Source: an optimization exercise on an open RTL-to-GDS flow (aim: small area, a short achievable clock period and few clock cycles). Production flows keep margins and buffers that such runs may drop. At most, simulation tests tie the RTL to the original design; equivalence was not proved. Only the layout flow was run in run 2; the RTL was not checked for function there.

## flow/design.v (module list and top-level ports; edited modules follow where they fit)
// module lz4crc: 807 lines
module lz4crc (
    input  wire        clk,
    input  wire        rst,             
    input  wire        cmd_valid,
    output wire        cmd_ready,
    input  wire [7:0]  cmd_op,
    input  wire [31:0] cmd_src,
    input  wire [31:0] cmd_len,
    input  wire [31:0] cmd_dst,
    input  wire [31:0] cmd_cap,
    output reg         done,
    output reg  [7:0]  status,
    output reg  [31:0] result,
    output wire        mem_req,
    output wire        mem_we,
    output wire [29:0] mem_addr,
    output wire [3:0]  mem_wstrb,
    output wire [31:0] mem_wdata,
    input  wire        mem_gnt,
    input  wire        mem_rvalid,
    input  wire [31:0] mem_rdata
);
  // ...
==> flow/run.sh <==
#!/bin/bash
# synth_recipe.tcl (not shown) runs the flow's synth.tcl, then flattens the netlist and writes it again
# the make line also repeats each setting of config.mk as NAME=value (left out here)
make -C /OpenROAD-flow-scripts/flow DESIGN_CONFIG=/design/flow/config.mk WORK_HOME=/design/flow/orfs CLKGATE_MAP_FILE= SYNTH_SCRIPT=/design/flow/synth_recipe.tcl finish
==> flow/config.mk <==
export PLATFORM = sky130hd
export DESIGN_NAME = lz4crc
export DESIGN_NICKNAME = lz4crc
export VERILOG_FILES = /design/flow/design.v
export SDC_FILE = /design/flow/constraint.sdc
export NUM_CORES = 4
export LEC_CHECK = 0
export CAP_MARGIN = 20
export CORE_MARGIN = 2
export CORE_UTILIZATION = 40
export CTS_BUF_LIST = sky130_fd_sc_hd__clkbuf_4 sky130_fd_sc_hd__clkbuf_8
export CTS_CLUSTER_SIZE = 20
export SETUP_SLACK_MARGIN = 2.0
export SLEW_MARGIN = 20
==> flow/constraint.sdc <==
create_clock -name core_clock -period 8.0 [get_ports {clk}]
set_input_delay 1.6000 -clock core_clock [delete_from_list [all_inputs] [get_ports {clk}]]
set_output_delay 1.6000 -clock core_clock [all_outputs]
set_load 0.01 [all_outputs]
==> flow_summary_export.csv, run 1 <==
group,metric,value,unit
floorplan,initial_utilization,40.23,%
outcome,outcome,"no timing/DRC/antenna violations",
global_route,grt_antenna_before_repair,5,
cells_and_area,seq_share,24.33,%
yosys,syn_area,42290,sq um
yosys,async_flop_share,0,%
clock_tree,tritoncts,"done",
clock_tree,clockBufferDepth,3,
cells_and_area,finish.utilization,47.08,%
worst_setup_path,end_kind,"output pin",
yosys,synth_seq_cells,419,
sta,worst_pin_slew,1.287,ns
sta,fmax,169.8,MHz
hold_path,timing.hold.worst_path_depth,1,
sta,period_share,73.62,%
detailed_routing,wl_met1,75.30,mm
clock_tree,postCtsResizedCells,62,
worst_setup_path,crit_family,"buffers and inverters",
placement,place_area,46620,sq um
yosys,synthCells,5004,
worst_setup_path,path_buf_inv,7,
global_route,grt_pass1_wl,268.5,mm
sta,hold_viol,0,
global_route,overflow,0,
floorplan,rows,119,
cells_and_area,seq_area,12040,sq um
floorplan,tap_cells,1391,
clock_tree,clk_latency,0.79,ns
sta,report.final.slew_viol_count,0,
worst_setup_path,crit_end,"mem_addr[3]",
Testbench counts, summed over its fixed seeds: cycles 77,454.
==> module lz4crc, before the edit <==
module lz4crc (
    input  wire        clk,
    input  wire        rst,             
    input  wire        cmd_valid,
    output wire        cmd_ready,
    input  wire [7:0]  cmd_op,
    input  wire [31:0] cmd_src,
    input  wire [31:0] cmd_len,
    input  wire [31:0] cmd_dst,
    input  wire [31:0] cmd_cap,
    output reg         done,
    output reg  [7:0]  status,
    output reg  [31:0] result,
    output wire        mem_req,
    output wire        mem_we,
    output wire [29:0] mem_addr,
    output wire [3:0]  mem_wstrb,
    output wire [31:0] mem_wdata,
    input  wire        mem_gnt,
    input  wire        mem_rvalid,
    input  wire [31:0] mem_rdata
);
    localparam [7:0] ST_OK           = 8'h01;
    localparam [7:0] ST_SRC_OVERRUN  = 8'h20;
    localparam [7:0] ST_DST_OVERRUN  = 8'h21;
    localparam [7:0] ST_BAD_OFFSET   = 8'h22;
    localparam [7:0] ST_ILLEGAL_OP   = 8'h30;
    localparam [7:0] ST_BAD_RANGE    = 8'h31;
    localparam [7:0] ST_UNAVAILABLE  = 8'h32;
    localparam [1:0] K_ILL = 2'd0, K_CRC = 2'd1, K_COMP = 2'd2, K_DEC = 2'd3;
    localparam [3:0] S_IDLE  = 4'd0,
                     S_CHECK = 4'd1,
                     S_CRC   = 4'd2,
                     S_TOK   = 4'd3,     
                     S_LEXT  = 4'd4,     
                     S_LCHK  = 4'd5,     
                     S_LIT   = 4'd6,     
                     S_MEXT  = 4'd7,     
                     S_MCHK  = 4'd8,     
                     S_MCOPY = 4'd9,     
                     S_CHK2  = 4'd10;    
    reg [3:0]  state;
    reg [1:0]  kind;
    reg [31:0] sa;              
    reg [31:0] s_left;          
    reg [31:0] wp;              
    reg [31:0] c_left;          
    reg [31:0] opos;            
    reg [32:0] acc;             
    reg [3:0]  mnib;
    reg [15:0] offset;
    reg        se32, de32;      
    reg [29:0] rq;              
    reg [1:0]  pos;             
    reg [1:0]  nval;            
    reg [1:0]  outs;            
    reg [2:0]  disc;            
    reg [31:0] w0, w1, w2;
    reg        msrc;            
    reg        per;             
    reg        pf;              
    reg [1:0]  spos;            
    reg [1:0]  sf;              
    reg [1:0]  ph;              
    reg [1:0]  mw;              
    reg [3:0]  dh;              
    reg        az, alt4, ahi;   
    reg        snz, sone, sge4, shi;    
    function [31:0] crc_f32;
        input [31:0] x;
        begin
            crc_f32[0] = ((((x[1] ^ x[2]) ^ (x[4] ^ x[5])) ^ ((x[6] ^ x[7]) ^ (x[9] ^ (x[11] ^ x[14])))) ^ (((x[15] ^ x[16]) ^ (x[20] ^ x[23])) ^ ((x[24] ^ x[25]) ^ (x[26] ^ (x[27] ^ x[28])))));
            crc_f32[1] = ((((x[2] ^ x[3]) ^ (x[5] ^ x[6])) ^ ((x[7] ^ x[8]) ^ (x[10] ^ (x[12] ^ x[15])))) ^ (((x[16] ^ x[17]) ^ (x[21] ^ x[24])) ^ ((x[25] ^ x[26]) ^ (x[27] ^ (x[28] ^ x[29])))));
            crc_f32[2] = ((((x[3] ^ x[4]) ^ (x[6] ^ x[7])) ^ ((x[8] ^ x[9]) ^ (x[11] ^ (x[13] ^ x[16])))) ^ (((x[17] ^ x[18]) ^ (x[22] ^ x[25])) ^ ((x[26] ^ x[27]) ^ (x[28] ^ (x[29] ^ x[30])))));
            crc_f32[3] = ((((x[0] ^ x[4]) ^ (x[5] ^ x[7])) ^ ((x[8] ^ x[9]) ^ (x[10] ^ (x[12] ^ x[14])))) ^ (((x[17] ^ x[18]) ^ (x[19] ^ (x[23] ^ x[26]))) ^ ((x[27] ^ x[28]) ^ (x[29] ^ (x[30] ^ x[31])))));
            crc_f32[4] = ((((x[0] ^ x[2]) ^ (x[4] ^ x[7])) ^ ((x[8] ^ x[10]) ^ (x[13] ^ x[14]))) ^ (((x[16] ^ x[18]) ^ (x[19] ^ x[23])) ^ ((x[25] ^ x[26]) ^ (x[29] ^ (x[30] ^ x[31])))));
            crc_f32[5] = (((x[0] ^ (x[2] ^ x[3])) ^ ((x[4] ^ x[6]) ^ (x[7] ^ x[8]))) ^ (((x[16] ^ x[17]) ^ (x[19] ^ x[23])) ^ ((x[25] ^ x[28]) ^ (x[30] ^ x[31]))));
            crc_f32[6] = ((((x[2] ^ x[3]) ^ (x[6] ^ x[8])) ^ ((x[11] ^ x[14]) ^ (x[15] ^ x[16]))) ^ (((x[17] ^ x[18]) ^ (x[23] ^ x[25])) ^ ((x[27] ^ x[28]) ^ (x[29] ^ x[31]))));
            crc_f32[7] = ((((x[0] ^ x[1]) ^ (x[2] ^ x[3])) ^ ((x[5] ^ x[6]) ^ (x[11] ^ (x[12] ^ x[14])))) ^ (((x[17] ^ x[18]) ^ (x[19] ^ x[20])) ^ ((x[23] ^ x[25]) ^ (x[27] ^ (x[29] ^ x[30])))));
            crc_f32[8] = ((((x[1] ^ x[2]) ^ (x[3] ^ x[4])) ^ ((x[6] ^ x[7]) ^ (x[12] ^ (x[13] ^ x[15])))) ^ (((x[18] ^ x[19]) ^ (x[20] ^ x[21])) ^ ((x[24] ^ x[26]) ^ (x[28] ^ (x[30] ^ x[31])))));
            crc_f32[9] = ((((x[0] ^ x[1]) ^ (x[3] ^ x[6])) ^ ((x[8] ^ x[9]) ^ (x[11] ^ (x[13] ^ x[15])))) ^ (((x[19] ^ x[21]) ^ (x[22] ^ x[23])) ^ ((x[24] ^ x[26]) ^ (x[28] ^ (x[29] ^ x[31])))));
            crc_f32[10] = (((x[5] ^ x[6]) ^ (x[10] ^ (x[11] ^ x[12]))) ^ ((x[15] ^ (x[22] ^ x[26])) ^ (x[28] ^ (x[29] ^ x[30]))));
            crc_f32[11] = (((x[0] ^ (x[6] ^ x[7])) ^ (x[11] ^ (x[12] ^ x[13]))) ^ ((x[16] ^ (x[23] ^ x[27])) ^ (x[29] ^ (x[30] ^ x[31]))));
            crc_f32[12] = ((((x[2] ^ x[4]) ^ (x[5] ^ x[6])) ^ ((x[8] ^ x[9]) ^ (x[11] ^ (x[12] ^ x[13])))) ^ (((x[15] ^ x[16]) ^ (x[17] ^ (x[20] ^ x[23]))) ^ ((x[25] ^ x[26]) ^ (x[27] ^ (x[30] ^ x[31])))));
            crc_f32[13] = ((((x[0] ^ x[1]) ^ (x[2] ^ x[3])) ^ ((x[4] ^ x[10]) ^ (x[11] ^ x[12]))) ^ (((x[13] ^ x[15]) ^ (x[17] ^ x[18])) ^ ((x[20] ^ x[21]) ^ (x[23] ^ (x[25] ^ x[31])))));
            crc_f32[14] = ((((x[3] ^ x[6]) ^ (x[7] ^ x[9])) ^ ((x[12] ^ x[13]) ^ (x[15] ^ x[18]))) ^ (((x[19] ^ x[20]) ^ (x[21] ^ x[22])) ^ ((x[23] ^ x[25]) ^ (x[27] ^ x[28]))));
            crc_f32[15] = ((((x[0] ^ x[4]) ^ (x[7] ^ x[8])) ^ ((x[10] ^ x[13]) ^ (x[14] ^ x[16]))) ^ (((x[19] ^ x[20]) ^ (x[21] ^ x[22])) ^ ((x[23] ^ x[24]) ^ (x[26] ^ (x[28] ^ x[29])))));
            crc_f32[16] = ((((x[0] ^ x[1]) ^ (x[5] ^ x[8])) ^ ((x[9] ^ x[11]) ^ (x[14] ^ (x[15] ^ x[17])))) ^ (((x[20] ^ x[21]) ^ (x[22] ^ x[23])) ^ ((x[24] ^ x[25]) ^ (x[27] ^ (x[29] ^ x[30])))));
            crc_f32[17] = ((((x[1] ^ x[2]) ^ (x[6] ^ x[9])) ^ ((x[10] ^ x[12]) ^ (x[15] ^ (x[16] ^ x[18])))) ^ (((x[21] ^ x[22]) ^ (x[23] ^ x[24])) ^ ((x[25] ^ x[26]) ^ (x[28] ^ (x[30] ^ x[31])))));
            crc_f32[18] = ((((x[0] ^ x[1]) ^ (x[3] ^ x[4])) ^ ((x[5] ^ x[6]) ^ (x[9] ^ (x[10] ^ x[13])))) ^ (((x[14] ^ x[15]) ^ (x[17] ^ x[19])) ^ ((x[20] ^ x[22]) ^ (x[28] ^ (x[29] ^ x[31])))));
            crc_f32[19] = (((x[9] ^ x[10]) ^ (x[18] ^ (x[21] ^ x[24]))) ^ ((x[25] ^ (x[26] ^ x[27])) ^ (x[28] ^ (x[29] ^ x[30]))));
            crc_f32[20] = (((x[10] ^ x[11]) ^ (x[19] ^ (x[22] ^ x[25]))) ^ ((x[26] ^ (x[27] ^ x[28])) ^ (x[29] ^ (x[30] ^ x[31]))));
            crc_f32[21] = ((((x[1] ^ x[2]) ^ (x[4] ^ x[5])) ^ ((x[6] ^ x[7]) ^ (x[9] ^ x[12]))) ^ (((x[14] ^ x[15]) ^ (x[16] ^ x[24])) ^ ((x[25] ^ x[29]) ^ (x[30] ^ x[31]))));
            crc_f32[22] = ((((x[0] ^ x[1]) ^ (x[3] ^ x[4])) ^ ((x[8] ^ x[9]) ^ (x[10] ^ (x[11] ^ x[13])))) ^ (((x[14] ^ x[17]) ^ (x[20] ^ x[23])) ^ ((x[24] ^ x[27]) ^ (x[28] ^ (x[30] ^ x[31])))));
            crc_f32[23] = (((x[6] ^ (x[7] ^ x[10])) ^ (x[12] ^ (x[16] ^ x[18]))) ^ ((x[20] ^ (x[21] ^ x[23])) ^ ((x[26] ^ x[27]) ^ (x[29] ^ x[31]))));
            crc_f32[24] = ((((x[0] ^ x[1]) ^ (x[2] ^ (x[4] ^ x[5]))) ^ ((x[6] ^ x[8]) ^ (x[9] ^ (x[13] ^ x[14])))) ^ (((x[15] ^ x[16]) ^ (x[17] ^ (x[19] ^ x[20]))) ^ ((x[21] ^ (x[22] ^ x[23])) ^ (x[25] ^ (x[26] ^ x[30])))));
            crc_f32[25] = ((((x[1] ^ x[2]) ^ (x[3] ^ (x[5] ^ x[6]))) ^ ((x[7] ^ x[9]) ^ (x[10] ^ (x[14] ^ x[15])))) ^ (((x[16] ^ x[17]) ^ (x[18] ^ (x[20] ^ x[21]))) ^ ((x[22] ^ (x[23] ^ x[24])) ^ (x[26] ^ (x[27] ^ x[31])))));
            crc_f32[26] = (((x[0] ^ (x[1] ^ x[3])) ^ ((x[5] ^ x[8]) ^ (x[9] ^ x[10]))) ^ (((x[14] ^ x[17]) ^ (x[18] ^ x[19])) ^ ((x[20] ^ x[21]) ^ (x[22] ^ x[26]))));
            crc_f32[27] = ((((x[0] ^ x[1]) ^ (x[2] ^ x[4])) ^ ((x[6] ^ x[9]) ^ (x[10] ^ x[11]))) ^ (((x[15] ^ x[18]) ^ (x[19] ^ x[20])) ^ ((x[21] ^ x[22]) ^ (x[23] ^ x[27]))));
            crc_f32[28] = ((((x[0] ^ x[1]) ^ (x[2] ^ x[3])) ^ ((x[5] ^ x[7]) ^ (x[10] ^ x[11]))) ^ (((x[12] ^ x[16]) ^ (x[19] ^ x[20])) ^ ((x[21] ^ x[22]) ^ (x[23] ^ (x[24] ^ x[28])))));
            crc_f32[29] = ((((x[1] ^ x[2]) ^ (x[3] ^ x[4])) ^ ((x[6] ^ x[8]) ^ (x[11] ^ x[12]))) ^ (((x[13] ^ x[17]) ^ (x[20] ^ x[21])) ^ ((x[22] ^ x[23]) ^ (x[24] ^ (x[25] ^ x[29])))));
            crc_f32[30] = ((((x[0] ^ x[2]) ^ (x[3] ^ x[4])) ^ ((x[5] ^ x[7]) ^ (x[9] ^ (x[12] ^ x[13])))) ^ (((x[14] ^ x[18]) ^ (x[21] ^ x[22])) ^ ((x[23] ^ x[24]) ^ (x[25] ^ (x[26] ^ x[30])))));
            crc_f32[31] = ((((x[0] ^ x[1]) ^ (x[3] ^ x[4])) ^ ((x[5] ^ x[6]) ^ (x[8] ^ (x[10] ^ x[13])))) ^ (((x[14] ^ x[15]) ^ (x[19] ^ (x[22] ^ x[23]))) ^ ((x[24] ^ x[25]) ^ (x[26] ^ (x[27] ^ x[31])))));
        end
    endfunction
    function [1:0] per_rel;
        input [1:0] j;
        input [2:0] off;
        input [1:0] ph;
        input [1:0] wl;
        case ({j, off, ph, wl})
            {2'd0, 3'd2, 2'd1, 2'd0}: per_rel = 2'd1;
            {2'd0, 3'd2, 2'd3, 2'd0}: per_rel = 2'd1;
            {2'd0, 3'd3, 2'd1, 2'd0}: per_rel = 2'd1;
            {2'd0, 3'd3, 2'd2, 2'd0}: per_rel = 2'd2;
            {2'd0, 3'd4, 2'd1, 2'd0}: per_rel = 2'd1;
            {2'd0, 3'd4, 2'd2, 2'd0}: per_rel = 2'd2;
            {2'd0, 3'd4, 2'd3, 2'd0}: per_rel = 2'd3;
            {2'd1, 3'd2, 2'd0, 2'd0}: per_rel = 2'd1;
            {2'd1, 3'd2, 2'd1, 2'd1}: per_rel = 2'd1;
            {2'd1, 3'd2, 2'd2, 2'd0}: per_rel = 2'd1;
            {2'd1, 3'd2, 2'd3, 2'd1}: per_rel = 2'd1;
            {2'd1, 3'd3, 2'd0, 2'd0}: per_rel = 2'd1;
            {2'd1, 3'd3, 2'd1, 2'd0}: per_rel = 2'd2;
            {2'd1, 3'd3, 2'd1, 2'd1}: per_rel = 2'd1;
            {2'd1, 3'd3, 2'd2, 2'd1}: per_rel = 2'd2;
            {2'd1, 3'd3, 2'd3, 2'd0}: per_rel = 2'd1;
            {2'd1, 3'd4, 2'd0, 2'd0}: per_rel = 2'd1;
            {2'd1, 3'd4, 2'd1, 2'd0}: per_rel = 2'd2;
            {2'd1, 3'd4, 2'd1, 2'd1}: per_rel = 2'd1;
            {2'd1, 3'd4, 2'd2, 2'd0}: per_rel = 2'd3;
            {2'd1, 3'd4, 2'd2, 2'd1}: per_rel = 2'd2;
            {2'd1, 3'd4, 2'd3, 2'd1}: per_rel = 2'd3;
            {2'd2, 3'd2, 2'd0, 2'd1}: per_rel = 2'd1;
            {2'd2, 3'd2, 2'd1, 2'd0}: per_rel = 2'd1;
            {2'd2, 3'd2, 2'd1, 2'd2}: per_rel = 2'd1;
            {2'd2, 3'd2, 2'd2, 2'd1}: per_rel = 2'd1;
            {2'd2, 3'd2, 2'd3, 2'd0}: per_rel = 2'd1;
            {2'd2, 3'd2, 2'd3, 2'd2}: per_rel = 2'd1;
            {2'd2, 3'd3, 2'd0, 2'd0}: per_rel = 2'd2;
            {2'd2, 3'd3, 2'd0, 2'd1}: per_rel = 2'd1;
            {2'd2, 3'd3, 2'd1, 2'd1}: per_rel = 2'd2;
            {2'd2, 3'd3, 2'd1, 2'd2}: per_rel = 2'd1;
            {2'd2, 3'd3, 2'd2, 2'd0}: per_rel = 2'd1;
            {2'd2, 3'd3, 2'd2, 2'd2}: per_rel = 2'd2;
            {2'd2, 3'd3, 2'd3, 2'd0}: per_rel = 2'd2;
            {2'd2, 3'd3, 2'd3, 2'd1}: per_rel = 2'd1;
            {2'd2, 3'd4, 2'd0, 2'd0}: per_rel = 2'd2;
            {2'd2, 3'd4, 2'd0, 2'd1}: per_rel = 2'd1;
            {2'd2, 3'd4, 2'd1, 2'd0}: per_rel = 2'd3;
            {2'd2, 3'd4, 2'd1, 2'd1}: per_rel = 2'd2;
            {2'd2, 3'd4, 2'd1, 2'd2}: per_rel = 2'd1;
            {2'd2, 3'd4, 2'd2, 2'd1}: per_rel = 2'd3;
            {2'd2, 3'd4, 2'd2, 2'd2}: per_rel = 2'd2;
            {2'd2, 3'd4, 2'd3, 2'd0}: per_rel = 2'd1;
            {2'd2, 3'd4, 2'd3, 2'd2}: per_rel = 2'd3;
            {2'd3, 3'd2, 2'd0, 2'd0}: per_rel = 2'd1;
            {2'd3, 3'd2, 2'd0, 2'd2}: per_rel = 2'd1;
            {2'd3, 3'd2, 2'd1, 2'd1}: per_rel = 2'd1;
            {2'd3, 3'd2, 2'd1, 2'd3}: per_rel = 2'd1;
            {2'd3, 3'd2, 2'd2, 2'd0}: per_rel = 2'd1;
            {2'd3, 3'd2, 2'd2, 2'd2}: per_rel = 2'd1;
            {2'd3, 3'd2, 2'd3, 2'd1}: per_rel = 2'd1;
            {2'd3, 3'd2, 2'd3, 2'd3}: per_rel = 2'd1;
            {2'd3, 3'd3, 2'd0, 2'd1}: per_rel = 2'd2;
            {2'd3, 3'd3, 2'd0, 2'd2}: per_rel = 2'd1;
            {2'd3, 3'd3, 2'd1, 2'd0}: per_rel = 2'd1;
            {2'd3, 3'd3, 2'd1, 2'd2}: per_rel = 2'd2;
            {2'd3, 3'd3, 2'd1, 2'd3}: per_rel = 2'd1;
            {2'd3, 3'd3, 2'd2, 2'd0}: per_rel = 2'd2;
            {2'd3, 3'd3, 2'd2, 2'd1}: per_rel = 2'd1;
            {2'd3, 3'd3, 2'd2, 2'd3}: per_rel = 2'd2;
            {2'd3, 3'd3, 2'd3, 2'd1}: per_rel = 2'd2;
            {2'd3, 3'd3, 2'd3, 2'd2}: per_rel = 2'd1;
            {2'd3, 3'd4, 2'd0, 2'd0}: per_rel = 2'd3;
            {2'd3, 3'd4, 2'd0, 2'd1}: per_rel = 2'd2;
            {2'd3, 3'd4, 2'd0, 2'd2}: per_rel = 2'd1;
            {2'd3, 3'd4, 2'd1, 2'd1}: per_rel = 2'd3;
            {2'd3, 3'd4, 2'd1, 2'd2}: per_rel = 2'd2;
            {2'd3, 3'd4, 2'd1, 2'd3}: per_rel = 2'd1;
            {2'd3, 3'd4, 2'd2, 2'd0}: per_rel = 2'd1;
            {2'd3, 3'd4, 2'd2, 2'd2}: per_rel = 2'd3;
            {2'd3, 3'd4, 2'd2, 2'd3}: per_rel = 2'd2;
            {2'd3, 3'd4, 2'd3, 2'd0}: per_rel = 2'd2;
            {2'd3, 3'd4, 2'd3, 2'd1}: per_rel = 2'd1;
            {2'd3, 3'd4, 2'd3, 2'd3}: per_rel = 2'd3;
            default: per_rel = 2'd0;
        endcase
    endfunction
    wire [1:0] wl      = wp[1:0];
    wire       st_lit  = (state == S_LIT);
    wire       st_copy = st_lit || (state == S_MCOPY);
    wire       acc_nz  = !az;
    wire       st_off  = st_lit && !acc_nz;             
    wire       st_ext  = (state == S_LEXT) || (state == S_MEXT);
    wire       st_hdr1 = (state == S_TOK) || st_ext;    
    wire       use_per = (state == S_MCOPY) && per;
    wire [1:0] xl      = wl;
    wire [2:0] off3    = offset[2:0];
    wire [63:0] wb = {w1, w0};
    wire [31:0] y  = wb[8*pos +: 32];
    reg  [31:0] xw;
    integer j;
    reg [2:0] d, rel;
    always @(*) begin
        for (j = 0; j < 4; j = j + 1) begin
            d = j[2:0] - {1'b0, xl};
            rel = use_per ? {1'b0, per_rel(j[1:0], off3, ph, xl)} : d;
            xw[8*j +: 8] = y[8*rel[1:0] +: 8];
        end
    end
    wire [2:0] room    = 3'd4 - {1'b0, wl};
    wire       acc_lo8 = (acc[32:3] == 30'd0);
    wire [2:0] acc_d3  = acc[2:0] - ncopy;
    wire       acc_lt4 = alt4;
    wire [2:0] ncopy   = (acc_lt4 && ({1'b0, acc[1:0]} < room)) ? {1'b0, acc[1:0]} : room;
    wire       s_ge4   = sge4;
    wire       s_nz    = snz;
    wire       s_one   = sone;
    wire [3:0] have    = {nval, 2'b00};                 
    wire [2:0] nhdr    = st_off ? 3'd2 : (state == S_CRC) ? (s_ge4 ? 3'd4 : 3'd1) : 3'd1;
    wire [2:0] nwr     = use_per ? off3 : ncopy;
    wire [2:0] nhdr_c  = (st_copy && acc_nz) ? ncopy : nhdr;    
    wire [2:0] nneed   = st_copy && acc_nz ? nwr : nhdr;
    function fits4;
        input [1:0] p;
        input [2:0] n;
        case (p)
            2'd0: fits4 = 1'b1;
            2'd1: fits4 = (n <= 3'd3);
            2'd2: fits4 = (n <= 3'd2);
            default: fits4 = (n <= 3'd1);
        endcase
    endfunction
    function fits3;
        input [1:0] p;
        input [2:0] n;
        case (p)
            2'd0: fits3 = (n <= 3'd3);
            2'd1: fits3 = (n <= 3'd2);
            2'd2: fits3 = (n <= 3'd1);
            default: fits3 = (n == 3'd0);
        endcase
    endfunction
    wire       have_ok = nval[1] || (nval[0] && fits4(pos, nneed));
    wire wr_rdy  = st_copy && acc_nz && have_ok;
    wire hdr_rdy = (st_hdr1 || (state == S_CRC) || (st_off && !s_one)) && s_nz && have_ok;
    function gt_thr;
        input [3:0] v;
        input [1:0] nv;
        input [1:0] no;
        input [1:0] p;
        input [1:0] e;
        case ({nv, no, p, e})
            {2'd0, 2'd0, 2'd0, 2'd0}: gt_thr = (v > 4'd0);
            {2'd0, 2'd0, 2'd0, 2'd1}: gt_thr = 1'b1;
            {2'd0, 2'd0, 2'd0, 2'd2}: gt_thr = 1'b1;
            {2'd0, 2'd0, 2'd0, 2'd3}: gt_thr = 1'b1;
            {2'd0, 2'd0, 2'd1, 2'd0}: gt_thr = 1'b1;
            {2'd0, 2'd0, 2'd1, 2'd1}: gt_thr = 1'b1;
            {2'd0, 2'd0, 2'd1, 2'd2}: gt_thr = 1'b1;
            {2'd0, 2'd0, 2'd1, 2'd3}: gt_thr = 1'b1;
            {2'd0, 2'd0, 2'd2, 2'd0}: gt_thr = 1'b1;
            {2'd0, 2'd0, 2'd2, 2'd1}: gt_thr = 1'b1;
            {2'd0, 2'd0, 2'd2, 2'd2}: gt_thr = 1'b1;
            {2'd0, 2'd0, 2'd2, 2'd3}: gt_thr = 1'b1;
            {2'd0, 2'd0, 2'd3, 2'd0}: gt_thr = 1'b1;
            {2'd0, 2'd0, 2'd3, 2'd1}: gt_thr = 1'b1;
            {2'd0, 2'd0, 2'd3, 2'd2}: gt_thr = 1'b1;
            {2'd0, 2'd0, 2'd3, 2'd3}: gt_thr = 1'b1;
            {2'd0, 2'd1, 2'd0, 2'd0}: gt_thr = (v > 4'd4);
            {2'd0, 2'd1, 2'd0, 2'd1}: gt_thr = (v > 4'd3);
            {2'd0, 2'd1, 2'd0, 2'd2}: gt_thr = (v > 4'd2);
            {2'd0, 2'd1, 2'd0, 2'd3}: gt_thr = (v > 4'd1);
            {2'd0, 2'd1, 2'd1, 2'd0}: gt_thr = (v > 4'd3);
            {2'd0, 2'd1, 2'd1, 2'd1}: gt_thr = (v > 4'd2);
            {2'd0, 2'd1, 2'd1, 2'd2}: gt_thr = (v > 4'd1);
            {2'd0, 2'd1, 2'd1, 2'd3}: gt_thr = (v > 4'd0);
            {2'd0, 2'd1, 2'd2, 2'd0}: gt_thr = (v > 4'd2);
            {2'd0, 2'd1, 2'd2, 2'd1}: gt_thr = (v > 4'd1);
            {2'd0, 2'd1, 2'd2, 2'd2}: gt_thr = (v > 4'd0);
            {2'd0, 2'd1, 2'd2, 2'd3}: gt_thr = 1'b1;
            {2'd0, 2'd1, 2'd3, 2'd0}: gt_thr = (v > 4'd1);
            {2'd0, 2'd1, 2'd3, 2'd1}: gt_thr = (v > 4'd0);
            {2'd0, 2'd1, 2'd3, 2'd2}: gt_thr = 1'b1;
            {2'd0, 2'd1, 2'd3, 2'd3}: gt_thr = 1'b1;
            {2'd0, 2'd2, 2'd0, 2'd0}: gt_thr = (v > 4'd8);
            {2'd0, 2'd2, 2'd0, 2'd1}: gt_thr = (v > 4'd7);
            {2'd0, 2'd2, 2'd0, 2'd2}: gt_thr = (v > 4'd6);
            {2'd0, 2'd2, 2'd0, 2'd3}: gt_thr = (v > 4'd5);
            {2'd0, 2'd2, 2'd1, 2'd0}: gt_thr = (v > 4'd7);
            {2'd0, 2'd2, 2'd1, 2'd1}: gt_thr = (v > 4'd6);
            {2'd0, 2'd2, 2'd1, 2'd2}: gt_thr = (v > 4'd5);
            {2'd0, 2'd2, 2'd1, 2'd3}: gt_thr = (v > 4'd4);
            {2'd0, 2'd2, 2'd2, 2'd0}: gt_thr = (v > 4'd6);
            {2'd0, 2'd2, 2'd2, 2'd1}: gt_thr = (v > 4'd5);
            {2'd0, 2'd2, 2'd2, 2'd2}: gt_thr = (v > 4'd4);
            {2'd0, 2'd2, 2'd2, 2'd3}: gt_thr = (v > 4'd3);
            {2'd0, 2'd2, 2'd3, 2'd0}: gt_thr = (v > 4'd5);
            {2'd0, 2'd2, 2'd3, 2'd1}: gt_thr = (v > 4'd4);
            {2'd0, 2'd2, 2'd3, 2'd2}: gt_thr = (v > 4'd3);
            {2'd0, 2'd2, 2'd3, 2'd3}: gt_thr = (v > 4'd2);
            {2'd0, 2'd3, 2'd0, 2'd0}: gt_thr = (v > 4'd12);
            {2'd0, 2'd3, 2'd0, 2'd1}: gt_thr = (v > 4'd11);
            {2'd0, 2'd3, 2'd0, 2'd2}: gt_thr = (v > 4'd10);
            {2'd0, 2'd3, 2'd0, 2'd3}: gt_thr = (v > 4'd9);
            {2'd0, 2'd3, 2'd1, 2'd0}: gt_thr = (v > 4'd11);
            {2'd0, 2'd3, 2'd1, 2'd1}: gt_thr = (v > 4'd10);
            {2'd0, 2'd3, 2'd1, 2'd2}: gt_thr = (v > 4'd9);
            {2'd0, 2'd3, 2'd1, 2'd3}: gt_thr = (v > 4'd8);
            {2'd0, 2'd3, 2'd2, 2'd0}: gt_thr = (v > 4'd10);
            {2'd0, 2'd3, 2'd2, 2'd1}: gt_thr = (v > 4'd9);
            {2'd0, 2'd3, 2'd2, 2'd2}: gt_thr = (v > 4'd8);
            {2'd0, 2'd3, 2'd2, 2'd3}: gt_thr = (v > 4'd7);
            {2'd0, 2'd3, 2'd3, 2'd0}: gt_thr = (v > 4'd9);
            {2'd0, 2'd3, 2'd3, 2'd1}: gt_thr = (v > 4'd8);
            {2'd0, 2'd3, 2'd3, 2'd2}: gt_thr = (v > 4'd7);
            {2'd0, 2'd3, 2'd3, 2'd3}: gt_thr = (v > 4'd6);
            {2'd1, 2'd0, 2'd0, 2'd0}: gt_thr = (v > 4'd4);
            {2'd1, 2'd0, 2'd0, 2'd1}: gt_thr = (v > 4'd3);
            {2'd1, 2'd0, 2'd0, 2'd2}: gt_thr = (v > 4'd2);
            {2'd1, 2'd0, 2'd0, 2'd3}: gt_thr = (v > 4'd1);
            {2'd1, 2'd0, 2'd1, 2'd0}: gt_thr = (v > 4'd3);
            {2'd1, 2'd0, 2'd1, 2'd1}: gt_thr = (v > 4'd2);
            {2'd1, 2'd0, 2'd1, 2'd2}: gt_thr = (v > 4'd1);
            {2'd1, 2'd0, 2'd1, 2'd3}: gt_thr = (v > 4'd0);
            {2'd1, 2'd0, 2'd2, 2'd0}: gt_thr = (v > 4'd2);
            {2'd1, 2'd0, 2'd2, 2'd1}: gt_thr = (v > 4'd1);
            {2'd1, 2'd0, 2'd2, 2'd2}: gt_thr = (v > 4'd0);
            {2'd1, 2'd0, 2'd2, 2'd3}: gt_thr = 1'b1;
            {2'd1, 2'd0, 2'd3, 2'd0}: gt_thr = (v > 4'd1);
            {2'd1, 2'd0, 2'd3, 2'd1}: gt_thr = (v > 4'd0);
            {2'd1, 2'd0, 2'd3, 2'd2}: gt_thr = 1'b1;
            {2'd1, 2'd0, 2'd3, 2'd3}: gt_thr = 1'b1;
            {2'd1, 2'd1, 2'd0, 2'd0}: gt_thr = (v > 4'd8);
            {2'd1, 2'd1, 2'd0, 2'd1}: gt_thr = (v > 4'd7);
            {2'd1, 2'd1, 2'd0, 2'd2}: gt_thr = (v > 4'd6);
            {2'd1, 2'd1, 2'd0, 2'd3}: gt_thr = (v > 4'd5);
            {2'd1, 2'd1, 2'd1, 2'd0}: gt_thr = (v > 4'd7);
            {2'd1, 2'd1, 2'd1, 2'd1}: gt_thr = (v > 4'd6);
            {2'd1, 2'd1, 2'd1, 2'd2}: gt_thr = (v > 4'd5);
            {2'd1, 2'd1, 2'd1, 2'd3}: gt_thr = (v > 4'd4);
            {2'd1, 2'd1, 2'd2, 2'd0}: gt_thr = (v > 4'd6);
            {2'd1, 2'd1, 2'd2, 2'd1}: gt_thr = (v > 4'd5);
            {2'd1, 2'd1, 2'd2, 2'd2}: gt_thr = (v > 4'd4);
            {2'd1, 2'd1, 2'd2, 2'd3}: gt_thr = (v > 4'd3);
            {2'd1, 2'd1, 2'd3, 2'd0}: gt_thr = (v > 4'd5);
            {2'd1, 2'd1, 2'd3, 2'd1}: gt_thr = (v > 4'd4);
            {2'd1, 2'd1, 2'd3, 2'd2}: gt_thr = (v > 4'd3);
            {2'd1, 2'd1, 2'd3, 2'd3}: gt_thr = (v > 4'd2);
            {2'd1, 2'd2, 2'd0, 2'd0}: gt_thr = (v > 4'd12);
            {2'd1, 2'd2, 2'd0, 2'd1}: gt_thr = (v > 4'd11);
            {2'd1, 2'd2, 2'd0, 2'd2}: gt_thr = (v > 4'd10);
            {2'd1, 2'd2, 2'd0, 2'd3}: gt_thr = (v > 4'd9);
            {2'd1, 2'd2, 2'd1, 2'd0}: gt_thr = (v > 4'd11);
            {2'd1, 2'd2, 2'd1, 2'd1}: gt_thr = (v > 4'd10);
            {2'd1, 2'd2, 2'd1, 2'd2}: gt_thr = (v > 4'd9);
            {2'd1, 2'd2, 2'd1, 2'd3}: gt_thr = (v > 4'd8);
            {2'd1, 2'd2, 2'd2, 2'd0}: gt_thr = (v > 4'd10);
            {2'd1, 2'd2, 2'd2, 2'd1}: gt_thr = (v > 4'd9);
            {2'd1, 2'd2, 2'd2, 2'd2}: gt_thr = (v > 4'd8);
            {2'd1, 2'd2, 2'd2, 2'd3}: gt_thr = (v > 4'd7);
            {2'd1, 2'd2, 2'd3, 2'd0}: gt_thr = (v > 4'd9);
            {2'd1, 2'd2, 2'd3, 2'd1}: gt_thr = (v > 4'd8);
            {2'd1, 2'd2, 2'd3, 2'd2}: gt_thr = (v > 4'd7);
            {2'd1, 2'd2, 2'd3, 2'd3}: gt_thr = (v > 4'd6);
            {2'd1, 2'd3, 2'd0, 2'd0}: gt_thr = 1'b0;
            {2'd1, 2'd3, 2'd0, 2'd1}: gt_thr = 1'b0;
            {2'd1, 2'd3, 2'd0, 2'd2}: gt_thr = (v > 4'd14);
            {2'd1, 2'd3, 2'd0, 2'd3}: gt_thr = (v > 4'd13);
            {2'd1, 2'd3, 2'd1, 2'd0}: gt_thr = 1'b0;
            {2'd1, 2'd3, 2'd1, 2'd1}: gt_thr = (v > 4'd14);
            {2'd1, 2'd3, 2'd1, 2'd2}: gt_thr = (v > 4'd13);
            {2'd1, 2'd3, 2'd1, 2'd3}: gt_thr = (v > 4'd12);
            {2'd1, 2'd3, 2'd2, 2'd0}: gt_thr = (v > 4'd14);
            {2'd1, 2'd3, 2'd2, 2'd1}: gt_thr = (v > 4'd13);
            {2'd1, 2'd3, 2'd2, 2'd2}: gt_thr = (v > 4'd12);
            {2'd1, 2'd3, 2'd2, 2'd3}: gt_thr = (v > 4'd11);
            {2'd1, 2'd3, 2'd3, 2'd0}: gt_thr = (v > 4'd13);
            {2'd1, 2'd3, 2'd3, 2'd1}: gt_thr = (v > 4'd12);
            {2'd1, 2'd3, 2'd3, 2'd2}: gt_thr = (v > 4'd11);
            {2'd1, 2'd3, 2'd3, 2'd3}: gt_thr = (v > 4'd10);
            {2'd2, 2'd0, 2'd0, 2'd0}: gt_thr = (v > 4'd8);
            {2'd2, 2'd0, 2'd0, 2'd1}: gt_thr = (v > 4'd7);
            {2'd2, 2'd0, 2'd0, 2'd2}: gt_thr = (v > 4'd6);
            {2'd2, 2'd0, 2'd0, 2'd3}: gt_thr = (v > 4'd5);
            {2'd2, 2'd0, 2'd1, 2'd0}: gt_thr = (v > 4'd7);
            {2'd2, 2'd0, 2'd1, 2'd1}: gt_thr = (v > 4'd6);
            {2'd2, 2'd0, 2'd1, 2'd2}: gt_thr = (v > 4'd5);
            {2'd2, 2'd0, 2'd1, 2'd3}: gt_thr = (v > 4'd4);
            {2'd2, 2'd0, 2'd2, 2'd0}: gt_thr = (v > 4'd6);
            {2'd2, 2'd0, 2'd2, 2'd1}: gt_thr = (v > 4'd5);
            {2'd2, 2'd0, 2'd2, 2'd2}: gt_thr = (v > 4'd4);
            {2'd2, 2'd0, 2'd2, 2'd3}: gt_thr = (v > 4'd3);
            {2'd2, 2'd0, 2'd3, 2'd0}: gt_thr = (v > 4'd5);
            {2'd2, 2'd0, 2'd3, 2'd1}: gt_thr = (v > 4'd4);
            {2'd2, 2'd0, 2'd3, 2'd2}: gt_thr = (v > 4'd3);
            {2'd2, 2'd0, 2'd3, 2'd3}: gt_thr = (v > 4'd2);
            {2'd2, 2'd1, 2'd0, 2'd0}: gt_thr = (v > 4'd12);
            {2'd2, 2'd1, 2'd0, 2'd1}: gt_thr = (v > 4'd11);
            {2'd2, 2'd1, 2'd0, 2'd2}: gt_thr = (v > 4'd10);
            {2'd2, 2'd1, 2'd0, 2'd3}: gt_thr = (v > 4'd9);
            {2'd2, 2'd1, 2'd1, 2'd0}: gt_thr = (v > 4'd11);
            {2'd2, 2'd1, 2'd1, 2'd1}: gt_thr = (v > 4'd10);
            {2'd2, 2'd1, 2'd1, 2'd2}: gt_thr = (v > 4'd9);
            {2'd2, 2'd1, 2'd1, 2'd3}: gt_thr = (v > 4'd8);
            {2'd2, 2'd1, 2'd2, 2'd0}: gt_thr = (v > 4'd10);
            {2'd2, 2'd1, 2'd2, 2'd1}: gt_thr = (v > 4'd9);
            {2'd2, 2'd1, 2'd2, 2'd2}: gt_thr = (v > 4'd8);
            {2'd2, 2'd1, 2'd2, 2'd3}: gt_thr = (v > 4'd7);
            {2'd2, 2'd1, 2'd3, 2'd0}: gt_thr = (v > 4'd9);
            {2'd2, 2'd1, 2'd3, 2'd1}: gt_thr = (v > 4'd8);
            {2'd2, 2'd1, 2'd3, 2'd2}: gt_thr = (v > 4'd7);
            {2'd2, 2'd1, 2'd3, 2'd3}: gt_thr = (v > 4'd6);
            {2'd2, 2'd2, 2'd0, 2'd0}: gt_thr = 1'b0;
            {2'd2, 2'd2, 2'd0, 2'd1}: gt_thr = 1'b0;
            {2'd2, 2'd2, 2'd0, 2'd2}: gt_thr = (v > 4'd14);
            {2'd2, 2'd2, 2'd0, 2'd3}: gt_thr = (v > 4'd13);
            {2'd2, 2'd2, 2'd1, 2'd0}: gt_thr = 1'b0;
            {2'd2, 2'd2, 2'd1, 2'd1}: gt_thr = (v > 4'd14);
            {2'd2, 2'd2, 2'd1, 2'd2}: gt_thr = (v > 4'd13);
            {2'd2, 2'd2, 2'd1, 2'd3}: gt_thr = (v > 4'd12);
            {2'd2, 2'd2, 2'd2, 2'd0}: gt_thr = (v > 4'd14);
            {2'd2, 2'd2, 2'd2, 2'd1}: gt_thr = (v > 4'd13);
            {2'd2, 2'd2, 2'd2, 2'd2}: gt_thr = (v > 4'd12);
            {2'd2, 2'd2, 2'd2, 2'd3}: gt_thr = (v > 4'd11);
            {2'd2, 2'd2, 2'd3, 2'd0}: gt_thr = (v > 4'd13);
            {2'd2, 2'd2, 2'd3, 2'd1}: gt_thr = (v > 4'd12);
            {2'd2, 2'd2, 2'd3, 2'd2}: gt_thr = (v > 4'd11);
            {2'd2, 2'd2, 2'd3, 2'd3}: gt_thr = (v > 4'd10);
            {2'd2, 2'd3, 2'd0, 2'd0}: gt_thr = 1'b0;
            {2'd2, 2'd3, 2'd0, 2'd1}: gt_thr = 1'b0;
            {2'd2, 2'd3, 2'd0, 2'd2}: gt_thr = 1'b0;
            {2'd2, 2'd3, 2'd0, 2'd3}: gt_thr = 1'b0;
            {2'd2, 2'd3, 2'd1, 2'd0}: gt_thr = 1'b0;
            {2'd2, 2'd3, 2'd1, 2'd1}: gt_thr = 1'b0;
            {2'd2, 2'd3, 2'd1, 2'd2}: gt_thr = 1'b0;
            {2'd2, 2'd3, 2'd1, 2'd3}: gt_thr = 1'b0;
            {2'd2, 2'd3, 2'd2, 2'd0}: gt_thr = 1'b0;
            {2'd2, 2'd3, 2'd2, 2'd1}: gt_thr = 1'b0;
            {2'd2, 2'd3, 2'd2, 2'd2}: gt_thr = 1'b0;
            {2'd2, 2'd3, 2'd2, 2'd3}: gt_thr = 1'b0;
            {2'd2, 2'd3, 2'd3, 2'd0}: gt_thr = 1'b0;
            {2'd2, 2'd3, 2'd3, 2'd1}: gt_thr = 1'b0;
            {2'd2, 2'd3, 2'd3, 2'd2}: gt_thr = 1'b0;
            {2'd2, 2'd3, 2'd3, 2'd3}: gt_thr = (v > 4'd14);
            {2'd3, 2'd0, 2'd0, 2'd0}: gt_thr = (v > 4'd12);
            {2'd3, 2'd0, 2'd0, 2'd1}: gt_thr = (v > 4'd11);
            {2'd3, 2'd0, 2'd0, 2'd2}: gt_thr = (v > 4'd10);
            {2'd3, 2'd0, 2'd0, 2'd3}: gt_thr = (v > 4'd9);
            {2'd3, 2'd0, 2'd1, 2'd0}: gt_thr = (v > 4'd11);
            {2'd3, 2'd0, 2'd1, 2'd1}: gt_thr = (v > 4'd10);
            {2'd3, 2'd0, 2'd1, 2'd2}: gt_thr = (v > 4'd9);
            {2'd3, 2'd0, 2'd1, 2'd3}: gt_thr = (v > 4'd8);
            {2'd3, 2'd0, 2'd2, 2'd0}: gt_thr = (v > 4'd10);
            {2'd3, 2'd0, 2'd2, 2'd1}: gt_thr = (v > 4'd9);
            {2'd3, 2'd0, 2'd2, 2'd2}: gt_thr = (v > 4'd8);
            {2'd3, 2'd0, 2'd2, 2'd3}: gt_thr = (v > 4'd7);
            {2'd3, 2'd0, 2'd3, 2'd0}: gt_thr = (v > 4'd9);
            {2'd3, 2'd0, 2'd3, 2'd1}: gt_thr = (v > 4'd8);
            {2'd3, 2'd0, 2'd3, 2'd2}: gt_thr = (v > 4'd7);
            {2'd3, 2'd0, 2'd3, 2'd3}: gt_thr = (v > 4'd6);
            {2'd3, 2'd1, 2'd0, 2'd0}: gt_thr = 1'b0;
            {2'd3, 2'd1, 2'd0, 2'd1}: gt_thr = 1'b0;
            {2'd3, 2'd1, 2'd0, 2'd2}: gt_thr = (v > 4'd14);
            {2'd3, 2'd1, 2'd0, 2'd3}: gt_thr = (v > 4'd13);
            {2'd3, 2'd1, 2'd1, 2'd0}: gt_thr = 1'b0;
            {2'd3, 2'd1, 2'd1, 2'd1}: gt_thr = (v > 4'd14);
            {2'd3, 2'd1, 2'd1, 2'd2}: gt_thr = (v > 4'd13);
            {2'd3, 2'd1, 2'd1, 2'd3}: gt_thr = (v > 4'd12);
            {2'd3, 2'd1, 2'd2, 2'd0}: gt_thr = (v > 4'd14);
            {2'd3, 2'd1, 2'd2, 2'd1}: gt_thr = (v > 4'd13);
            {2'd3, 2'd1, 2'd2, 2'd2}: gt_thr = (v > 4'd12);
            {2'd3, 2'd1, 2'd2, 2'd3}: gt_thr = (v > 4'd11);
            {2'd3, 2'd1, 2'd3, 2'd0}: gt_thr = (v > 4'd13);
            {2'd3, 2'd1, 2'd3, 2'd1}: gt_thr = (v > 4'd12);
            {2'd3, 2'd1, 2'd3, 2'd2}: gt_thr = (v > 4'd11);
            {2'd3, 2'd1, 2'd3, 2'd3}: gt_thr = (v > 4'd10);
            {2'd3, 2'd2, 2'd0, 2'd0}: gt_thr = 1'b0;
            {2'd3, 2'd2, 2'd0, 2'd1}: gt_thr = 1'b0;
            {2'd3, 2'd2, 2'd0, 2'd2}: gt_thr = 1'b0;
            {2'd3, 2'd2, 2'd0, 2'd3}: gt_thr = 1'b0;
            {2'd3, 2'd2, 2'd1, 2'd0}: gt_thr = 1'b0;
            {2'd3, 2'd2, 2'd1, 2'd1}: gt_thr = 1'b0;
            {2'd3, 2'd2, 2'd1, 2'd2}: gt_thr = 1'b0;
            {2'd3, 2'd2, 2'd1, 2'd3}: gt_thr = 1'b0;
            {2'd3, 2'd2, 2'd2, 2'd0}: gt_thr = 1'b0;
            {2'd3, 2'd2, 2'd2, 2'd1}: gt_thr = 1'b0;
            {2'd3, 2'd2, 2'd2, 2'd2}: gt_thr = 1'b0;
            {2'd3, 2'd2, 2'd2, 2'd3}: gt_thr = 1'b0;
            {2'd3, 2'd2, 2'd3, 2'd0}: gt_thr = 1'b0;
            {2'd3, 2'd2, 2'd3, 2'd1}: gt_thr = 1'b0;
            {2'd3, 2'd2, 2'd3, 2'd2}: gt_thr = 1'b0;
            {2'd3, 2'd2, 2'd3, 2'd3}: gt_thr = (v > 4'd14);
            {2'd3, 2'd3, 2'd0, 2'd0}: gt_thr = 1'b0;
            {2'd3, 2'd3, 2'd0, 2'd1}: gt_thr = 1'b0;
            {2'd3, 2'd3, 2'd0, 2'd2}: gt_thr = 1'b0;
            {2'd3, 2'd3, 2'd0, 2'd3}: gt_thr = 1'b0;
            {2'd3, 2'd3, 2'd1, 2'd0}: gt_thr = 1'b0;
            {2'd3, 2'd3, 2'd1, 2'd1}: gt_thr = 1'b0;
            {2'd3, 2'd3, 2'd1, 2'd2}: gt_thr = 1'b0;
            {2'd3, 2'd3, 2'd1, 2'd3}: gt_thr = 1'b0;
            {2'd3, 2'd3, 2'd2, 2'd0}: gt_thr = 1'b0;
            {2'd3, 2'd3, 2'd2, 2'd1}: gt_thr = 1'b0;
            {2'd3, 2'd3, 2'd2, 2'd2}: gt_thr = 1'b0;
            {2'd3, 2'd3, 2'd2, 2'd3}: gt_thr = 1'b0;
            {2'd3, 2'd3, 2'd3, 2'd0}: gt_thr = 1'b0;
            {2'd3, 2'd3, 2'd3, 2'd1}: gt_thr = 1'b0;
            {2'd3, 2'd3, 2'd3, 2'd2}: gt_thr = 1'b0;
            {2'd3, 2'd3, 2'd3, 2'd3}: gt_thr = 1'b0;
            default: gt_thr = 1'b0;
        endcase
    endfunction
    wire       s_more = s_nz && (shi || gt_thr(s_left[3:0], nval, outs, pos, 2'd0));
    wire       a_more = ahi || gt_thr(acc[3:0], nval, outs, pos, msrc ? 2'd0 : 2'd2);
    wire       h_more = gt_thr(4'd0, nval, outs, pos, 2'd1);
    wire       w_room = (nval == 2'd0) ? (outs != 2'd3) : (nval == 2'd1) ? !outs[1] : (nval == 2'd2) ? (outs == 2'd0) : 1'b0;
    reg        lim_ok;
    always @(*) begin
        case (state)
            S_LIT:   lim_ok = a_more;       
            S_MEXT:  lim_ok = h_more;
            S_MCHK:  lim_ok = 1'b0;
            default: lim_ok = 1'b1;
        endcase
    end
    wire       rd_act = (state != S_IDLE) && (state != S_CHECK) && (state != S_CHK2);
    wire       pf_ok  = s_nz && (shi || gt_thr(s_left[3:0], sf, 2'd0, spos, 2'd0));
    wire       rd_ok  = msrc ? (per ? (mw != 2'd0) : pf ? pf_ok : ((dh != 4'd0) && a_more)) : (s_more && lim_ok);
    wire       w_full3 = (nval == 2'd3) ? (outs == 2'd0) : (nval == 2'd2) ? (outs == 2'd1) :
                         (nval == 2'd1) ? (outs == 2'd2) : (outs == 2'd3);
    wire       h_shift = hdr_rdy && !fits3(pos, nhdr);
    wire       rd_rdy = rd_act && !wr_rdy && (w_room || (w_full3 && h_shift)) && !disc[2] && rd_ok;
    assign mem_req   = wr_rdy || rd_rdy;
    assign mem_we    = wr_rdy;
    assign mem_addr  = wr_rdy ? wp[31:2] : rq;
    wire [29:0] addr_inc = mem_addr + 30'd1;
    wire [2:0]  wl_n     = {1'b0, wl} + ncopy;
    wire        wp_c     = wl_n[2];
    wire [3:0] lanes_n = (ncopy == 3'd1) ? 4'b0001 : (ncopy == 3'd2) ? 4'b0011 :
                         (ncopy == 3'd3) ? 4'b0111 : 4'b1111;
    assign mem_wstrb = wr_rdy ? (lanes_n << wl) : 4'b0000;
    assign mem_wdata = xw;
    assign cmd_ready = (state == S_IDLE);
    wire wr_go = wr_rdy && mem_gnt;
    wire rd_go = rd_rdy && mem_gnt;
    wire       cons   = hdr_rdy || (wr_go && !use_per);
    wire [2:0] ncons  = nhdr_c;
    wire [2:0] posn   = {1'b0, pos} + ncons;
    wire       xdrop  = (state == S_MCOPY) && !acc_nz && pf && (pos != 2'd0);
    wire       shift  = (cons && !fits3(pos, ncons)) || xdrop;
    wire       load   = mem_rvalid && (disc == 3'd0);
    wire       drop   = mem_rvalid && (disc != 3'd0);
    wire [1:0] nv_s   = nval - {1'b0, shift};
    wire [1:0] outs_n = outs + {1'b0, rd_go} - {1'b0, load};
    wire [2:0] disc_d = disc - {2'b0, drop};
    wire [2:0] disc_n = disc_d + {1'b0, outs_n};
    wire [7:0] hb = y[7:0];    
    wire        chk      = (state == S_CHECK);
    wire        mchk     = (state == S_MCHK);
    wire [15:0] offv     = st_off ? y[15:0] : offset;
    wire        mchk2    = mchk || st_off;
    wire [31:0] sas_a    = mchk2 ? wp : sa;
    wire [31:0] sas_b    = mchk2 ? {16'd0, offv} : s_left;
    wire [32:0] sas      = chk ? ({1'b0, sas_a} + {1'b0, sas_b}) : ({1'b0, sas_a} - {1'b0, sas_b});
    wire        st_tok   = (state == S_TOK);
    wire [31:0] lopnd    = st_tok ? {28'd0, hb[7:4]} : st_off ? {27'd0, {1'b0, mnib} + 5'd4} : acc[31:0];
    wire [32:0] opa      = {1'b0, opos} + {1'b0, lopnd};            
    wire [32:0] cla      = {1'b0, c_left} - {1'b0, lopnd};
    wire        tok_gt_s = !shi && (s_left[3:0] <= hb[7:4]);
    wire        tok_gt_c = (c_left[31:4] == 28'd0) && (c_left[3:0] < hb[7:4]);
    wire        acc_gt_c = acc[32] || cla[32];
    wire        acc_gt_s = acc[32] || (acc[31:0] > s_left);
    wire [31:0] sln      = s_left - {29'd0, nhdr_c};
    wire        src_wrap = se32 && (sa != 32'd0);
    wire        dst_wrap = de32 && (opos != 32'd0);
    wire        overlap  = (s_left != 32'd0) && (c_left != 32'd0) &&
                           ({1'b0, rq, pos} < {de32, opos}) && ({1'b0, wp} < {se32, sa});
    wire [32:0] acc_sum  = {1'b0, acc[31:0]} + (st_copy ? {30'h3FFFFFFF, ~ncopy + 3'd1} : {25'd0, hb});
    wire [31:0] mstart   = sas[31:0];
    wire [6:0]  dh0      = ({1'b0, offv[5:0]} + 7'd3 - {5'd0, wl}) >> 2;      
    wire [1:0]  ms_lo    = wl - offv[1:0];                                      
    wire        bad_off  = (offv == 16'd0) || (opos[31:16] == 16'd0 && offv > opos[15:0]);
    wire        crc_tail = !s_ge4;
    wire [31:0] crc_in   = crc_tail ? {c_left[7:0] ^ hb, 24'd0} : (c_left ^ y);
    wire [31:0] crc_nx   = crc_f32(crc_in) ^ (crc_tail ? {8'd0, c_left[31:8]} : 32'd0);
    always @(posedge clk) begin
        if (rst) begin
            state  <= S_IDLE;
            done   <= 1'b0;
            status <= 8'h00;
            result <= 32'd0;
            nval   <= 2'd0;
            outs   <= 2'd0;
            disc   <= 3'd0;
            msrc   <= 1'b0;
            per    <= 1'b0;
            pf     <= 1'b0;
        end else begin
            done <= 1'b0;
            if (cons) pos <= posn[1:0];
            if (shift) begin
                w0 <= w1;
                w1 <= w2;
            end
            if (load) begin
                if ((nval == 2'd0) || (nval == 2'd1 && shift)) w0 <= mem_rdata;
                if ((nval == 2'd1 && !shift) || (nval == 2'd2 && shift)) w1 <= mem_rdata;
                if ((nval == 2'd2 && !shift) || (nval == 2'd3 && shift)) w2 <= mem_rdata;
            end
            nval <= nv_s + {1'b0, load};
            outs <= outs_n;
            disc <= disc_d;
            if (rd_go) rq <= addr_inc;
            if (rd_go && pf) sf <= sf + 2'd1;
            if (rd_go && msrc) begin
                mw <= mw - 2'd1;
                dh <= dh - 4'd1;
            end
            if (wr_go) begin
                wp  <= {wp_c ? addr_inc : wp[31:2], wl_n[1:0]};
                acc  <= acc_sum;
                az   <= acc_lo8 && (acc[2:0] <= room);
                alt4 <= acc_lo8 && !acc_d3[2];
                ahi  <= (acc[32:5] != 28'd0) || (acc[4] && (acc[3:0] >= {1'b0, ncopy}));
                if (({1'b0, wl} + ncopy) == 3'd4 && dh != 4'd15) dh <= dh + 4'd1;
                if (use_per)
                    case (off3)
                        3'd1: ph <= 2'd0;
                        3'd2: ph <= {1'b0, ph[0] ^ ncopy[0]};
                        3'd3: ph <= (({1'b0, ph} + ncopy) >= 3'd6) ? ({1'b0, ph} + ncopy - 3'd6) :
                                    (({1'b0, ph} + ncopy) >= 3'd3) ? ({1'b0, ph} + ncopy - 3'd3) :
                                    ({1'b0, ph} + ncopy);
                        default: ph <= ph + ncopy[1:0];
                    endcase
            end
            if (cons && state != S_MCOPY)
                set_sl(sln);
            case (state)
                S_IDLE: begin
                    if (cmd_valid) begin
                        kind   <= (cmd_op >= 8'h01 && cmd_op <= 8'h04) ? K_CRC :
                                  (cmd_op == 8'h10) ? K_COMP : (cmd_op == 8'h11) ? K_DEC : K_ILL;
                        sa     <= cmd_src;
                        set_sl(cmd_len);
                        wp     <= cmd_dst;
                        opos   <= cmd_dst;
                        set_acc({1'b0, cmd_cap});
                        state  <= S_CHECK;
                    end
                end
                S_CHECK: begin
                    sa     <= sas[31:0];
                    se32   <= sas[32];
                    opos   <= opa[31:0];
                    de32   <= opa[32];
                    c_left <= acc[31:0];
                    rq     <= sa[31:2];
                    pos    <= sa[1:0];
                    state  <= S_CHK2;
                end
                S_CHK2: begin
                    nval   <= 2'd0;
                    msrc   <= 1'b0;
                    per    <= 1'b0;
                    opos   <= 32'd0;
                    if (kind == K_CRC) c_left <= 32'hFFFFFFFF;
                    case (kind)
                        K_CRC: begin
                            if (src_wrap) finish(ST_BAD_RANGE, 32'd0);
                            else          state <= S_CRC;
                        end
                        K_COMP: finish(ST_UNAVAILABLE, 32'd0);
                        K_DEC: begin
                            if (src_wrap || dst_wrap || overlap) finish(ST_BAD_RANGE, 32'd0);
                            else                                  state <= S_TOK;
                        end
                        default: finish(ST_ILLEGAL_OP, 32'd0);
                    endcase
                end
                S_CRC: begin
                    if (!s_nz) finish(ST_OK, ~c_left);
                    else if (hdr_rdy) c_left <= crc_nx;
                end
                S_TOK: begin
                    if (!s_nz) finish(ST_SRC_OVERRUN, 32'd0);
                    else if (hdr_rdy) begin
                        mnib  <= hb[3:0];
                        set_acc({29'd0, hb[7:4]});
                        if (hb[7:4] == 4'hF) state <= S_LEXT;
                        else begin
                            c_left <= cla[31:0];
                            opos   <= opa[31:0];
                            if (tok_gt_s)      finish(ST_SRC_OVERRUN, 32'd0);
                            else if (tok_gt_c) finish(ST_DST_OVERRUN, 32'd0);
                            else               state <= S_LIT;
                        end
                    end
                end
                S_LEXT, S_MEXT: begin
                    if (!s_nz) finish(ST_SRC_OVERRUN, 32'd0);
                    else if (hdr_rdy) begin
                        set_acc({acc[32] | acc_sum[32], acc_sum[31:0]});
                        if (hb != 8'hFF) state <= (state == S_LEXT) ? S_LCHK : S_MCHK;
                    end
                end
                S_LCHK: begin
                    c_left <= cla[31:0];
                    opos   <= opa[31:0];
                    if (acc_gt_s)      finish(ST_SRC_OVERRUN, 32'd0);
                    else if (acc_gt_c) finish(ST_DST_OVERRUN, 32'd0);
                    else               state <= S_LIT;
                end
                S_LIT: begin
                    if (!acc_nz) begin
                        if (!s_nz)      finish(ST_OK, opos);
                        else if (s_one) finish(ST_SRC_OVERRUN, 32'd0);
                        else if (hdr_rdy) begin
                            offset <= y[15:0];
                            set_acc({29'd0, mnib} + 33'd4);
                            if (mnib == 4'hF) state <= S_MEXT;
                            else              match_start;
                        end
                    end
                end
                S_MCHK: match_start;
                S_MCOPY: begin
                    if (!acc_nz && pf) begin
                        pos   <= spos;
                        msrc  <= 1'b0;
                        pf    <= 1'b0;
                        state <= S_TOK;
                    end else if (acc_nz && !per && !pf && !a_more) begin
                        pf   <= 1'b1;
                        rq   <= sas[31:2];
                        spos <= sas[1:0];
                        sf   <= 2'd0;
                    end else if (!acc_nz) begin
                        rq   <= sas[31:2];
                        pos  <= sas[1:0];    
                        nval <= 2'd0;
                        outs <= 2'd0;
                        disc <= disc_n;
                        msrc <= 1'b0;
                        per  <= 1'b0;
                        state <= S_TOK;
                    end
                end
                default: state <= S_IDLE;
            endcase
        end
    end
    task match_start;
        begin
                        c_left <= cla[31:0];
                        opos   <= opa[31:0];
                        rq   <= mstart[31:2];
                        pos  <= mstart[1:0];
                        nval <= 2'd0;
                        outs <= 2'd0;
                        disc <= disc_n;
                        msrc <= 1'b1;
                        pf   <= 1'b0;
                        per  <= (offv[15:3] == 13'd0) && (offv[2:0] <= 3'd4);
                        ph   <= 2'd0;
                        mw   <= (({1'b0, ms_lo} + offv[2:0] - 3'd1) >= 3'd4) ? 2'd2 : 2'd1;
                        dh   <= (offv[15:6] != 10'd0 || dh0[4]) ? 4'd15 : dh0[3:0];
                        if (bad_off)       finish(ST_BAD_OFFSET, 32'd0);
                        else if (acc_gt_c) finish(ST_DST_OVERRUN, 32'd0);
                        else               state <= S_MCOPY;
        end
    endtask
    task set_acc;
        input [32:0] v;
        begin
            acc  <= v;
            az   <= (v == 33'd0);
            alt4 <= (v[32:2] == 31'd0);
            ahi  <= (v[32:4] != 29'd0);
        end
    endtask
    task set_sl;
        input [31:0] v;
        begin
            s_left <= v;
            snz    <= (v != 32'd0);
            sone   <= (v == 32'd1);
            sge4   <= (v[31:2] != 30'd0);
            shi    <= (v[31:4] != 28'd0);
        end
    endtask
    task finish;
        input [7:0]  code;
        input [31:0] value;
        begin
            status <= code;
            result <= value;
            done   <= 1'b1;
            state  <= S_IDLE;
            nval   <= 2'd0;
            outs   <= 2'd0;
            disc   <= disc_n;
            msrc   <= 1'b0;
            per    <= 1'b0;
        end
    endtask
endmodule
==> run 2: changes to the inputs <==
--- a/flow/design.v
+++ b/flow/design.v
@@ -701,9 +701,12 @@
                     if (!s_nz) finish(ST_SRC_OVERRUN, 32'd0);
                     else if (hdr_rdy) begin
-                        set_acc({acc[32] | acc_sum[32], acc_sum[31:0]});
+                        acc <= {acc[32] | acc_sum[32], acc_sum[31:0]};    
                         if (hb != 8'hFF) state <= (state == S_LEXT) ? S_LCHK : S_MCHK;
                     end
                 end
                 S_LCHK: begin
+                    az   <= (acc == 33'd0);
+                    alt4 <= (acc[32:2] == 31'd0);
+                    ahi  <= (acc[32:4] != 29'd0);
                     c_left <= cla[31:0];
                     opos   <= opa[31:0];
@@ -724,5 +727,10 @@
                     end
                 end
-                S_MCHK: match_start;
+                S_MCHK: begin
+                    az   <= 1'b0;                    
+                    alt4 <= 1'b0;
+                    ahi  <= (acc[32:4] != 29'd0);
+                    match_start;
+                end
                 S_MCOPY: begin
                     if (!acc_nz && pf) begin
--- a/flow/config.mk
+++ b/flow/config.mk
@@ -9,6 +9,4 @@
 export CORE_MARGIN = 2
 export CORE_UTILIZATION = 40
-export CTS_BUF_LIST = sky130_fd_sc_hd__clkbuf_4 sky130_fd_sc_hd__clkbuf_8
-export CTS_CLUSTER_SIZE = 20
-export SETUP_SLACK_MARGIN = 2.0
+export SETUP_SLACK_MARGIN = 2.5
 export SLEW_MARGIN = 20
==> run 2 against run 1 <==
Critical endpoint is now rq[28]. Routed wire length down 0.36%. Synthesized cell count shrank 0.76%. Sequential share of layout area fell by 0.74 points. Largest cell class unchanged. Design area up 3.2%. Synthesized area rose by 0.45%. Register-to-register slack better by 0.12 ns. Critical path type is now flop to flop. Still clean. Global-route usage is 0.34 points lower.
==> flow_summary_export.csv, run 2 <==
group,metric,value,unit
yosys,yosys.area.top_type,"edfxtp_1",
cells_and_area,instances_no_fill,6698,
yosys,netlist.area_leader.share,25.73,%
clock_tree,clk_latency,0.69,ns
sta,setup-violations-final,0,
global_route,grt_antenna_before_repair,3,
yosys,synthCells,4966,
detailed_routing,via_count,41790,
clock_tree,tritoncts,"done",
floorplan,core_area,105300,sq um
yosys,ys_top_cells_by_area,"edfxtp_1 (26%), ha_1 (8.6%), xnor2_1 (7.3%)",
sta,fmax,176.3,MHz
sta,period_share,70.91,%
floorplan,initial_utilization,40.35,%
outcome,outcome,"no timing/DRC/antenna violations",
hold_path,hold_path_class,"flop to flop",
worst_setup_path,crit_path_start_kind,"flop",
yosys,async_flop_share,0,%
global_route,grt_pass1_wl,268.5,mm
global_route,track_usage,33.24,%
sta,worst_pin_slew,1.228,ns
worst_setup_path,end_kind,"flop",
yosys,syn_area_per_cell,8.554,sq um
sta,report.final.slew_viol_count,0,
clock_tree,hold_buffers,0,
cells_and_area,drive_gt1_share,13.25,%
detailed_routing,drt_iter0_drc,4823,
floorplan,rows,119,
floorplan,die-area,108800,sq um
global_route,overflow,0,
floorplan,die_w,329.9,um
yosys,synth_edf_count,364,
yosys,synth_seq_cells,419,
sta,slew_headroom,17.40,%
yosys,ys_warn_count,1,
clock_tree,cts.sinks,419,
clock_tree,cts-buffers-inserted,54,
clock_tree,clk_pin_slew,0.07,ns
yosys,syn_area,42480,sq um
detailed_routing,firstDrtPassIters,6,
yosys,ys_types,119,
cells_and_area,final_cell_mix,"nand2_1 (566), o21ai_0 (374), edfxtp_1 (364)",
clock_tree,clockBufferDepth,3,
worst_setup_path,cp.required,8.45,ns
sta,hold_viol,0,
[run 2: cell count changes in the layout (fill, tap and decap cells not counted), sizes merged, moves of 23 or more]
| cell | before | now |
|---|---|---|
| o2bb2ai | 4 | 33 |
| nor2b | 40 | 63 |
| clkdlybuf4s50 | 276 | 243 |
| clkbuf | 111 | 82 |
| buf | 154 | 219 |
| a22o | 39 | 2 |
| o21ai | 440 | 406 |
[run 2: worst paths after layout]
| kind | to | slack [ns] | cells after the start |
|---|---|---|---|
| setup / recovery | rq[28] | 2.33 | 24 |
| hold / removal | result[2] | 0.46 | 1 |
| setup reg to reg | rq[28] | 2.33 | 24 |
| hold reg to reg | result[2] | 0.46 | 1 |
[run 2: final cells by class]
type                            count  area, sq um  area share [%]
Inverter                          248        965.9           1.891
Timing Repair Buffer              500         4785           9.368
Sequential cell                   419        12050           23.59
Multi-Input combinational cell   4037        29620           58.00
Tap cell                         1391         1740           3.408
Clock buffer                       70         1536           3.008
Clock inverter                     32        372.9          0.7301
Antenna cell                        1        2.502        0.004900
[run 2: logic make-up (layout without fill, tap and decap cells)]
kind of cell | Yosys count | count (layout) | share of synthesized area (%)
adder cells (fa/ha/maj) | 302 | 302 | 9.049
multiplexers | 236 | 236 | 6.813
AO/OA/AOI/OAI | 1416 | 1420 | 21.33
other | 0 | 1 | 0
AND/OR/NAND/NOR | 1558 | 1558 | 17.55
flip-flops | 419 | 419 | 28.32
XOR/XNOR | 521 | 521 | 11.76
buffers and inverters | 514 | 850 | 5.175
[run 2: critical path, stage by stage (launching register included)]
cell      delay (ns)
edfxtp_1        0.40
buf_6           0.16
buf_12          0.12
buf_16          0.13
mux4_2          0.56
mux2i_4         0.22
inv_2           0.08
o32a_1          0.41
nor3b_4         0.28
and3_4          0.27
a41oi_2         0.09
or3_1           0.35
o211ai_1        0.13
ha_1            0.19
and3_4          0.18
and4_4          0.24
and3_4          0.19
o311ai_4        0.10
a31oi_4         0.21
a21oi_2         0.09
o31a_1          0.33
o21a_1          0.22
xnor2_2         0.16
nor2_1          0.05
a221o_1         0.29
[run 2: per-stage QoR]
step	hold WS, ns	utilization, %	setup WS [ns]	area (sq um)
floorplan	0.4934	-	2.532	42530
global placement	0.4456	44.28	0.8548	46610
detailed placement	0.4458	44.28	0.8388	46610
CTS	0.4677	47.54	2.304	50040
global route	0.4801	48.51	2.167	51070
finish	0.4622	48.52	2.327	51070
[run 2: metal layers]
layer	vias up	share of wire, %	track usage, %
li1	18840	-	-
met1	20268	41	44.43
met2	2217	44	51.72
met3	463	9.3	6.288
met4	2	5.7	15.78
met5	-	0.0037	0
[run 2: repair_timing]
item,in CTS,in global routing
gates cloned,10,1
endpoints found under the setup margin,224,159
gates resized for setup,227,171
buffers inserted,69,55
pin swaps,34,67

[separate check: timing with driven ports]
The results above use ideal ports. As a check the final layouts listed here were re-extracted and re-timed, cells and wires unchanged.
Step 1 (the two cells are an assumption about what drives the block):
set clk [get_ports {clk}]
set_driving_cell -lib_cell sky130_fd_sc_hd__clkbuf_16 $clk
set_driving_cell -lib_cell sky130_fd_sc_hd__buf_2 [delete_from_list [all_inputs] $clk]
Step 2 adds t to the input delays and takes it off the output delays; t is the mean of the earliest and latest rising clock arrival at the registers after step 1. Input paths then give back, and output paths get back, about the clock's delay inside the block.
Slacks: ideal ports / drivers / drivers and shift; pairs: ideal ports / drivers.
| run | t (ns) | setup slack, ns | worst setup path after step 2 | latest minus earliest clock arrival (ns) |
|---|---|---|---|---|
| run 1 | 0.841 | 2.110 / 2.039 / 2.210 | register to register | 0.035 / 0.035 |
| run 2 | 0.740 | 2.327 / 2.327 / 2.327 | register to register | 0.057 / 0.057 |
After both steps setup and hold are still met in every run listed.
